Background: an optimization exercise with open tools, aiming at small area. Do not read the settings as production practice.
In this exercise RTL edits were held to simulation tests only and were not proved equivalent to the original.
Power figures rest on the tool's default switching activity, not on a simulated workload.

## run 1
// flowmeter_core
module flowmeter_core (
    input  wire       clk,
    input  wire       rst_n,         
    input  wire       pulse_in,
    input  wire       tick_m,
    input  wire       tick_c,
    output wire       dac_clk,
    output wire       dac_data,
    output wire       dac_load,
    output wire [1:0] cstate,
    output wire       seq_fault
);
    function [24:0] seg_b;
        input [3:0] i;
        case (i)
            4'd0: seg_b = 25'd24107584;
            4'd1: seg_b = 25'd21337088;
            4'd2: seg_b = 25'd18771456;
            4'd3: seg_b = 25'd18776576;
            4'd4: seg_b = 25'd13441672;
            4'd5: seg_b = 25'd13453376;
            4'd6: seg_b = 25'd11206784;
            4'd7: seg_b = 25'd11200000;
            4'd8: seg_b = 25'd8400896;
            4'd9: seg_b = 25'd5688832;
            4'd10: seg_b = 25'd4268032;
            4'd11: seg_b = 25'd1921024;
            4'd12: seg_b = 25'd537600;
            4'd13: seg_b = 25'd896000;
            4'd14: seg_b = 25'd320512;
            4'd15: seg_b = 25'd41984;
        endcase
    endfunction
    function [11:0] seg_c;
        input [3:0] i;
        case (i)
            4'd0: seg_c = 12'd3944;
            4'd1: seg_c = 12'd3979;
            4'd2: seg_c = 12'd4029;
  ...
Size: about 11 I/O pins, roughly 6600 µm² of cells after synthesis.
export LEC_CHECK = 0
export ABC_AREA = 1
export CAP_MARGIN = 20
export CORE_MARGIN = 2
export CORE_UTILIZATION = 65
export CTS_BUF_LIST = sky130_fd_sc_hd__clkbuf_8
export SLEW_MARGIN = 20
create_clock -name core_clock -period 18.0 [get_ports {clk}]
standard.sh (not shown) runs the stock make flow with config.mk's settings and CLKGATE_MAP_FILE= SYNTH_SCRIPT=/design/flow/synth_recipe.tcl, a recipe that flattens the netlist after the stock synthesis.
==> flow/flow/run.sh <==
#!/bin/bash
# Layout flow: the standard flow (standard.sh) with two changes.
#  1. After the standard synthesis, the combinational logic between the
#     registers is re-mapped by ABC for area (flow/reopt.abc); the registers
#     (their names and cells) are kept exactly as the standard synthesis made
#     them, only the gates between them change.
#  2. Clock tree synthesis runs without dummy loads.
# Each tool's output goes to a log file in this folder.
set -euo pipefail
export CTS_ARGS="-sink_clustering_enable -repair_clock_nets -buf_list sky130_fd_sc_hd__clkbuf_8 -dont_use_dummy_load"
bash standard.sh synth > synth.log 2>&1

R=orfs/results/${FLOW_PLATFORM}/flowmeter_core/base
LIB=${FLOW_HOME}/platforms/${FLOW_PLATFORM}/lib/sky130_fd_sc_hd__tt_025C_1v80.lib
YOSYS=${FLOW_HOME}/../tools/install/yosys/bin/yosys
DONT_USE=""
for c in sky130_fd_sc_hd__probe_p_8 sky130_fd_sc_hd__probec_p_8 sky130_fd_sc_hd__lpflow_bleeder_1 sky130_fd_sc_hd__lpflow_clkbufkapwr_1 sky130_fd_sc_hd__lpflow_clkbufkapwr_16 sky130_fd_sc_hd__lpflow_clkbufkapwr_2 sky130_fd_sc_hd__lpflow_clkbufkapwr_4 sky130_fd_sc_hd__lpflow_clkbufkapwr_8 sky130_fd_sc_hd__lpflow_clkinvkapwr_1 sky130_fd_sc_hd__lpflow_clkinvkapwr_16 sky130_fd_sc_hd__lpflow_clkinvkapwr_2 sky130_fd_sc_hd__lpflow_clkinvkapwr_4 sky130_fd_sc_hd__lpflow_clkinvkapwr_8 sky130_fd_sc_hd__lpflow_decapkapwr_12 sky130_fd_sc_hd__lpflow_decapkapwr_3 sky130_fd_sc_hd__lpflow_decapkapwr_4 sky130_fd_sc_hd__lpflow_decapkapwr_6 sky130_fd_sc_hd__lpflow_decapkapwr_8 sky130_fd_sc_hd__lpflow_inputiso0n_1 sky130_fd_sc_hd__lpflow_inputiso0p_1 sky130_fd_sc_hd__lpflow_inputiso1n_1 sky130_fd_sc_hd__lpflow_inputiso1p_1 sky130_fd_sc_hd__lpflow_inputisolatch_1 sky130_fd_sc_hd__lpflow_isobufsrc_1 sky130_fd_sc_hd__lpflow_isobufsrc_16 sky130_fd_sc_hd__lpflow_isobufsrc_2 sky130_fd_sc_hd__lpflow_isobufsrc_4 sky130_fd_sc_hd__lpflow_isobufsrc_8 sky130_fd_sc_hd__lpflow_isobufsrckapwr_16 sky130_fd_sc_hd__lpflow_lsbuf_lh_hl_isowell_tap_1 sky130_fd_sc_hd__lpflow_lsbuf_lh_hl_isowell_tap_2 sky130_fd_sc_hd__lpflow_lsbuf_lh_hl_isowell_tap_4 sky130_fd_sc_hd__lpflow_lsbuf_lh_isowell_4 sky130_fd_sc_hd__lpflow_lsbuf_lh_isowell_tap_1 sky130_fd_sc_hd__lpflow_lsbuf_lh_isowell_tap_2 sky130_fd_sc_hd__lpflow_lsbuf_lh_isowell_tap_4 sky130_fd_sc_hd__fill_1 sky130_fd_sc_hd__fill_2 sky130_fd_sc_hd__fill_4 sky130_fd_sc_hd__fill_8 ; do DONT_USE="$DONT_USE -dont_use $c"; done
cp "$R/1_2_yosys.v" reopt_in.v
cat > reopt.ys <<EOY
read_liberty -overwrite -ignore_miss_func $LIB
read_verilog reopt_in.v
hierarchy -top ${FLOW_TOP}
blackbox sky130_fd_sc_hd__edfxtp_1 sky130_fd_sc_hd__dfxtp_1 sky130_fd_sc_hd__conb_1
flatten
read_liberty -lib -overwrite -ignore_miss_func $LIB
hierarchy -top ${FLOW_TOP}
opt_clean -purge
abc -liberty $LIB $DONT_USE -script $PWD/flow/reopt.abc
opt_clean -purge
setundef -zero
hilomap -singleton -hicell sky130_fd_sc_hd__conb_1 HI -locell sky130_fd_sc_hd__conb_1 LO
insbuf -buf sky130_fd_sc_hd__buf_4 A X
splitnets
opt_clean -purge
rename -enumerate -pattern _r%_ t:* w:*
check -assert -mapped
stat -liberty $LIB
write_verilog -noattr -nohex -nodec reopt_out.v
EOY
"$YOSYS" -s reopt.ys > reopt.log 2>&1
# the registers must be exactly those of the standard synthesis
grep -oE 'sky130_fd_sc_hd__[a-z0-9_]*(df|dl)[a-z0-9_]* +[^ ]+' reopt_in.v | sort > regs_in.txt
grep -oE 'sky130_fd_sc_hd__[a-z0-9_]*(df|dl)[a-z0-9_]* +[^ ]+' reopt_out.v | sort > regs_out.txt
cmp regs_in.txt regs_out.txt
cp reopt_out.v "$R/1_2_yosys.v"
rm -f "$R/1_synth.odb" "$R/1_synth.sdc"
bash standard.sh > standard.log 2>&1
==> flow/flow/reopt.abc <==
strash
dch
map -a
mfs2
strash
dch
map -a
Run 1 has completed all stages; timing, DRC and antenna checks passed.
The following lists how run 2 was set up differently from run 1:
-- flow/flow/run.sh --
<<< run 1, line 4
#     registers is re-mapped by ABC for area (flow/reopt.abc); the registers
>>> run 2, line 4
#     registers is re-mapped by ABC for area (flow/reopt.abc: a time-limited
#     &deepsyn restructuring, then area mapping); the registers
==> flow/flow/reopt.abc <==
strash
&get -n
&deepsyn -T 40
&put
dch
amap
mfs2
strash
dch
amap
mfs2
strash
dch
amap
## What came out
Run 2: net count of the mapped netlist is about 18% lower than what run 1 reported. Run 2 ends up with a non-clock buffer count that is 1 higher than in run 1. In the tables for run 2 and run 1, remaining max-slew budget at the tightest pin reads lower with run 2. Diff run 1 -> run 2: share of final-layout standard cells stronger than drive strength 1 down 0.35 points, count of buffer and inverter cells on the critical path shows a reduction of 1, worst IR drop on VDD lower, area of the mapped netlist lower. Flip-flop and latch count came out exactly the same in run 2 and run 1. Going from run 1 to run 2, site row count shrinks by about 5.6%. [run 2] fraction of standard cell area in multi-input logic fell 1.7 points relative to run 1. Core utilization of the finished layout in run 2 is 0.61 points higher than in run 1.
diff inputs: run 2 => run 3
-- flow/flow/run.sh --
<<< run 2, line 4
#     registers is re-mapped by ABC for area (flow/reopt.abc: a time-limited
#     &deepsyn restructuring, then area mapping); the registers
>>> run 3, line 4
#     registers is re-mapped by ABC for area (flow/reopt.abc); the registers
==> flow/flow/reopt.abc <==
strash
dch
map -a
mfs2
strash
dch
map -a
mfs2
strash
dch
map -a
mfs2
strash
dch
map -a
mfs2
strash
dch
map -a
## What came out
Higher worst-case register-to-register setup slack among run 3 and run 2: run 3
Run 2 → run 3: number of buffers created by CTS held; clock-net power grew by about 5%.
Changes observed in run 3 relative to run 2: met1 track demand over resource went down by 1.4 points, synthesized cell count went up by 20%, period utilization went down by 28 points.
For routed wire length per instance, dividing the value from run 2 by the value from run 3 gives 1.11.

-- afterwards: timing with drivers on the ports --
The flow's constraints put no driver on any port. The routed layouts listed below were extracted and timed again, unchanged, in two steps.
Step 1 sets driving cells, clkbuf_16 on the clock port and buf_2 on the other inputs (assumed; they add their load-dependent delay and slew).
Step 2 moves the port delays by t, midway between the first and last clock arrival at a register: inputs arrive t later, outputs are due t later. That takes back most of the time a late clock gives input paths.
a / b / c = ideal ports / drivers / drivers and shift; a / b = the first two.
run | shift t [ns] | setup WS [ns] | hold slack, ns
run 1 | 0.404 | 8.048 / 8.048 / 8.048 | 0.500 / 0.500 / 0.500
run 2 | 0.386 | 4.838 / 4.838 / 4.838 | 0.484 / 0.484 / 0.484
run 3 | 0.398 | 9.830 / 9.830 / 9.830 | 0.495 / 0.495 / 0.495
After both steps every run listed still meets setup and hold.
